Source: an optimization exercise on an open RTL-to-GDS flow (aim: small area and a short achievable clock period). Production flows keep margins and buffers that such runs may drop. Function was checked by simulation only, so behaviour that the tests miss may differ from the original. No activity file was given, so power comes from the tool's default toggle rates.

## stepper_seq
module stepper_seq (
    input  wire        clk,
    input  wire        rst,           
    input  wire [31:0] now,           
    input  wire        rx_valid,      
    input  wire [7:0]  rx_byte,
    output wire [7:0]  dig,           
    output wire        ev_valid,      
    output wire [3:0]  ev_code,       
    output wire [2:0]  st_phase0,
    output wire [15:0] st_rate0,
    output wire        st_en0,
    output wire        st_moving0,
    output wire [31:0] st_pos0,
    output wire [2:0]  st_phase1,
    output wire [15:0] st_rate1,
    output wire        st_en1,
    output wire [3:0]  st_preset
);
    localparam [31:0] TIMEOUT = 32'd500000;
    reg  [1:0]  preset;         
    reg         wd_watch;       
    reg  [18:0] wd_last_lo;     
    reg         wd_dh;          
    reg  [31:13] now_prev;      
    reg         evv, evq;       
    reg         en0, s0, mv0, hm0, sp0, ls0, cp0;
    reg  [1:0]  m0;
    reg  [3:0]  rem0;
    reg  [31:0] q0;
    reg         en1, s1, ls1;
    reg  [1:0]  m1;
    reg  [1:0]  q1;
    wire [32:0] pc;
    wire [31:0] pos;
    assign pc[0] = ls0;
    genvar gi;
    generate for (gi = 0; gi < 32; gi = gi + 1) begin : g_pos
        assign pos[gi]  = q0[gi] ^ pc[gi];
        assign pc[gi+1] = pc[gi] & (q0[gi] ^ s0);
    end endgenerate
    wire [1:0]  ph1 = q1 + {ls1 & s1, ls1};
    wire [7:0] b = rx_byte;
    wire is_fwd   = rx_valid && (b == 8'h77 || b == 8'h57);             
    wire is_rev   = rx_valid && (b == 8'h73 || b == 8'h53);             
    wire is_left  = rx_valid && (b == 8'h61 || b == 8'h41);             
    wire is_right = rx_valid && (b == 8'h64 || b == 8'h44);             
  ...
Size: roughly 120 flip-flops, roughly 130 I/O pins, roughly 0.0085 mm^2 of cells after synthesis.
Settings: LEC_CHECK=0, ABC_AREA=1, CAP_MARGIN=20, CORE_MARGIN=2, CORE_UTILIZATION=80, CTS_BUF_LIST=sky130_fd_sc_hd__clkbuf_4 sky130_fd_sc_hd__clkbuf_8, PLACE_DENSITY=0.88, SLEW_MARGIN=20; clock period 65.0 ns.
standard.sh (not shown) runs the stock make flow with config.mk's settings and CLKGATE_MAP_FILE= SYNTH_SCRIPT=/design/flow/synth_recipe.tcl, a recipe that flattens the netlist after the stock synthesis.
==> flow/flow/run.sh <==
#!/bin/bash
# The standard layout, with the port buffers made of the smallest buffer cell
# (buffer_ports otherwise picks sky130_fd_sc_hd__clkdlybuf4s50_1).
set -euo pipefail
export BUFFER_PORTS_ARGS="-buffer_cell sky130_fd_sc_hd__buf_1"
bash standard.sh > standard.log 2>&1
==> next run, changes <==
==> flow/flow/run.sh (replaced) <==
#!/bin/bash
# The standard layout, with two changes to how it is made:
# - the port buffers are the smallest buffer cell (buffer_ports otherwise
#   picks sky130_fd_sc_hd__clkdlybuf4s50_1);
# - clock tree synthesis adds no dummy loads to balance the tree.
set -euo pipefail
export BUFFER_PORTS_ARGS="-buffer_cell sky130_fd_sc_hd__buf_1"
export CTS_ARGS="-sink_clustering_enable -repair_clock_nets -dont_use_dummy_load -buf_list sky130_fd_sc_hd__clkbuf_8"
bash standard.sh > standard.log 2>&1
Settings changed: CAP_MARGIN 20 to 40, CORE_UTILIZATION 80 to 65, PLACE_DENSITY 0.88 to 0.75, SLEW_MARGIN 20 to 60.
Result: Clock-buffer cell count fell by 4. Synthesized area is unchanged. Via count fell by about 12%. Utilization fell by 18 points.
==> next run, changes <==
==> flow/flow/run.sh (replaced) <==
#!/bin/bash
# The standard layout, with the port buffers made of the smallest buffer cell
# (buffer_ports otherwise picks sky130_fd_sc_hd__clkdlybuf4s50_1).
set -euo pipefail
export BUFFER_PORTS_ARGS="-buffer_cell sky130_fd_sc_hd__buf_1"
bash standard.sh > standard.log 2>&1
Settings changed: CAP_MARGIN 40 to 70, SLEW_MARGIN 60 to 85.
Effect: The new run ran to the end with no violations. Die area stays the same. Wire length is higher by well over a third. Worst setup slack degrades by 4000 ps. Register-to-register slack gets worse by 3600 ps.

Setup of garnet:
stepper_seq again, from the RTL that the note above started with.
Design stepper_seq, start of the top module:
module stepper_seq (
    input  wire        clk,
    input  wire        rst,           
    input  wire [31:0] now,           
    input  wire        rx_valid,      
    input  wire [7:0]  rx_byte,
    output wire [7:0]  dig,           
    output wire        ev_valid,      
    output wire [3:0]  ev_code,       
    output wire [2:0]  st_phase0,
    output wire [15:0] st_rate0,
    output wire        st_en0,
    output wire        st_moving0,
    output wire [31:0] st_pos0,
    output wire [2:0]  st_phase1,
    output wire [15:0] st_rate1,
    output wire        st_en1,
    output wire [3:0]  st_preset
);
==> flow/config.mk <==
export PLATFORM = sky130hd
export DESIGN_NAME = stepper_seq
export DESIGN_NICKNAME = stepper_seq
export VERILOG_FILES = /design/flow/design.v
export SDC_FILE = /design/flow/constraint.sdc
export NUM_CORES = 4
export LEC_CHECK = 0
export ABC_AREA = 1
export CAP_MARGIN = 40
export CORE_MARGIN = 2
export CORE_UTILIZATION = 65
export CTS_BUF_LIST = sky130_fd_sc_hd__clkbuf_4 sky130_fd_sc_hd__clkbuf_8
export PLACE_DENSITY = 0.75
export SLEW_MARGIN = 60
==> flow/constraint.sdc <==
create_clock -name core_clock -period 65.0 [get_ports {clk}]
set_input_delay 13.0000 -clock core_clock [delete_from_list [all_inputs] [get_ports {clk}]]
set_output_delay 13.0000 -clock core_clock [all_outputs]
set_load 0.01 [all_outputs]
==> flow/flow/run.sh <==
#!/bin/bash
# The standard layout, with the port buffers made of the smallest buffer cell
# (buffer_ports otherwise picks sky130_fd_sc_hd__clkdlybuf4s50_1).
set -euo pipefail
export BUFFER_PORTS_ARGS="-buffer_cell sky130_fd_sc_hd__buf_1"
bash standard.sh > standard.log 2>&1
garnet was carried through to the last stage, and its layout satisfied the timing, design-rule and antenna checks.
For xenon, these inputs were changed with respect to garnet:
- SLEW_MARGIN now 75, was 60
==> flow/flow/run.sh <==
#!/bin/bash
# The standard layout, with two changes to how it is made:
# - the port buffers are the smallest buffer cell (buffer_ports otherwise
#   picks sky130_fd_sc_hd__clkdlybuf4s50_1);
# - clock tree synthesis adds no dummy loads to balance the tree.
set -euo pipefail
export BUFFER_PORTS_ARGS="-buffer_cell sky130_fd_sc_hd__buf_1"
export CTS_ARGS="-sink_clustering_enable -repair_clock_nets -dont_use_dummy_load -buf_list sky130_fd_sc_hd__clkbuf_4"
bash standard.sh > standard.log 2>&1
Results
- xenon and garnet ended up with nearly the same total length of routed met3 wires.
- Utilization in xenon is 0.58 points lower than in garnet
- xenon vs. garnet: logic depth of the worst path, buffers included went up by 8; fraction of area in registers went up by 0.25 points; CTS clock-pin slew for the worst setup and hold paths went up by 0.02 ns; power went down by 17%; part of the total power dissipated in sequential elements went up by 9.2 points.
- Overall track demand over capacity in global routing, xenon and garnet: higher on garnet
Edits applied to the flow inputs when going from xenon to tundra:
- a change of SLEW_MARGIN from 75 to 20
- a change of CAP_MARGIN from 40 to 20
==> flow/flow/run.sh <==
#!/bin/bash
# The standard layout, with the port buffers made of the smallest buffer cell
# (buffer_ports otherwise picks sky130_fd_sc_hd__clkdlybuf4s50_1).
set -euo pipefail
export BUFFER_PORTS_ARGS="-buffer_cell sky130_fd_sc_hd__buf_1"
bash standard.sh > standard.log 2>&1
### Flow results
- When tundra is set beside xenon, its global-route usage turns out to be 0.93 points larger.
- Looking at tundra and xenon, the worst slack on hold paths is a wash.
- Upper clock frequency limit: tundra vs xenon down 0.0020 GHz
- When the final numbers for tundra and xenon were put side by side, the data arrival time of the worst path turned out to be smaller in xenon.
[inputs] delta vs tundra
- setting CELL_PAD_IN_SITES_GLOBAL_PLACEMENT to 0 for the first time
- changing SLEW_MARGIN from 20 to 60
- setting CELL_PAD_IN_SITES_DETAIL_PLACEMENT to 0 for the first time
- changing PLACE_DENSITY from 0.75 to 0.8
- changing CORE_UTILIZATION from 65 to 70
- changing CAP_MARGIN from 20 to 40
==> flow/flow/run.sh <==
#!/bin/bash
# The standard layout, with two changes to how it is made:
# - the port buffers are the smallest buffer cell (buffer_ports otherwise
#   picks sky130_fd_sc_hd__clkdlybuf4s50_1);
# - clock tree synthesis adds no dummy loads to balance the tree.
set -euo pipefail
export BUFFER_PORTS_ARGS="-buffer_cell sky130_fd_sc_hd__buf_1"
export CTS_ARGS="-sink_clustering_enable -repair_clock_nets -dont_use_dummy_load -buf_list sky130_fd_sc_hd__clkbuf_4"
bash standard.sh > standard.log 2>&1
[summary]
- sky130_fd_sc_hd__nand3_1 as the slowest cell on the critical path was reported by tundra, and sky130_fd_sc_hd__fa_1 by delta.
- delta vs. tundra: clock buffer count from CTS now sits at about the same level; power decreased 20%; wire length went down 5.0%.

==> what the ideal ports hide <==
Ports are ideal in the flow. The routed layouts listed here were re-timed in OpenROAD.
Step 1: set_driving_cell puts a clkbuf_16 on clk and a buf_2 on each other input, an assumption about the parent block.
Step 2 times the ports against the registers' clock, not the clock port: input delays grow and output delays shrink by t, the midpoint of the rising clock arrivals with the driver on.
a / b / c = no drivers / after step 1 / after step 2; a / b = the first two.
run	t, ns	setup WS [ns]	hold WS [ns]
the first run of note 1	0.501	47.868 / 47.875 / 47.374	0.466 / 0.466 / 0.466
the second run of note 1	0.479	48.584 / 48.600 / 48.121	0.465 / 0.465 / 0.465
the third run of note 1	0.506	44.627 / 44.646 / 44.140	0.521 / 0.521 / 0.521
garnet	0.485	48.582 / 48.598 / 48.112	0.466 / 0.466 / 0.466
xenon	0.583	49.015 / 49.031 / 48.448	0.466 / 0.466 / 0.466
tundra	0.501	48.478 / 48.493 / 47.992	0.468 / 0.468 / 0.468
delta	0.551	48.634 / 48.648 / 48.097	0.470 / 0.470 / 0.470
After both steps every run listed still meets setup and hold. For xenon, which loses most, drivers alone change the setup slack by +0.016 ns; drivers and shift together by -0.567 ns.
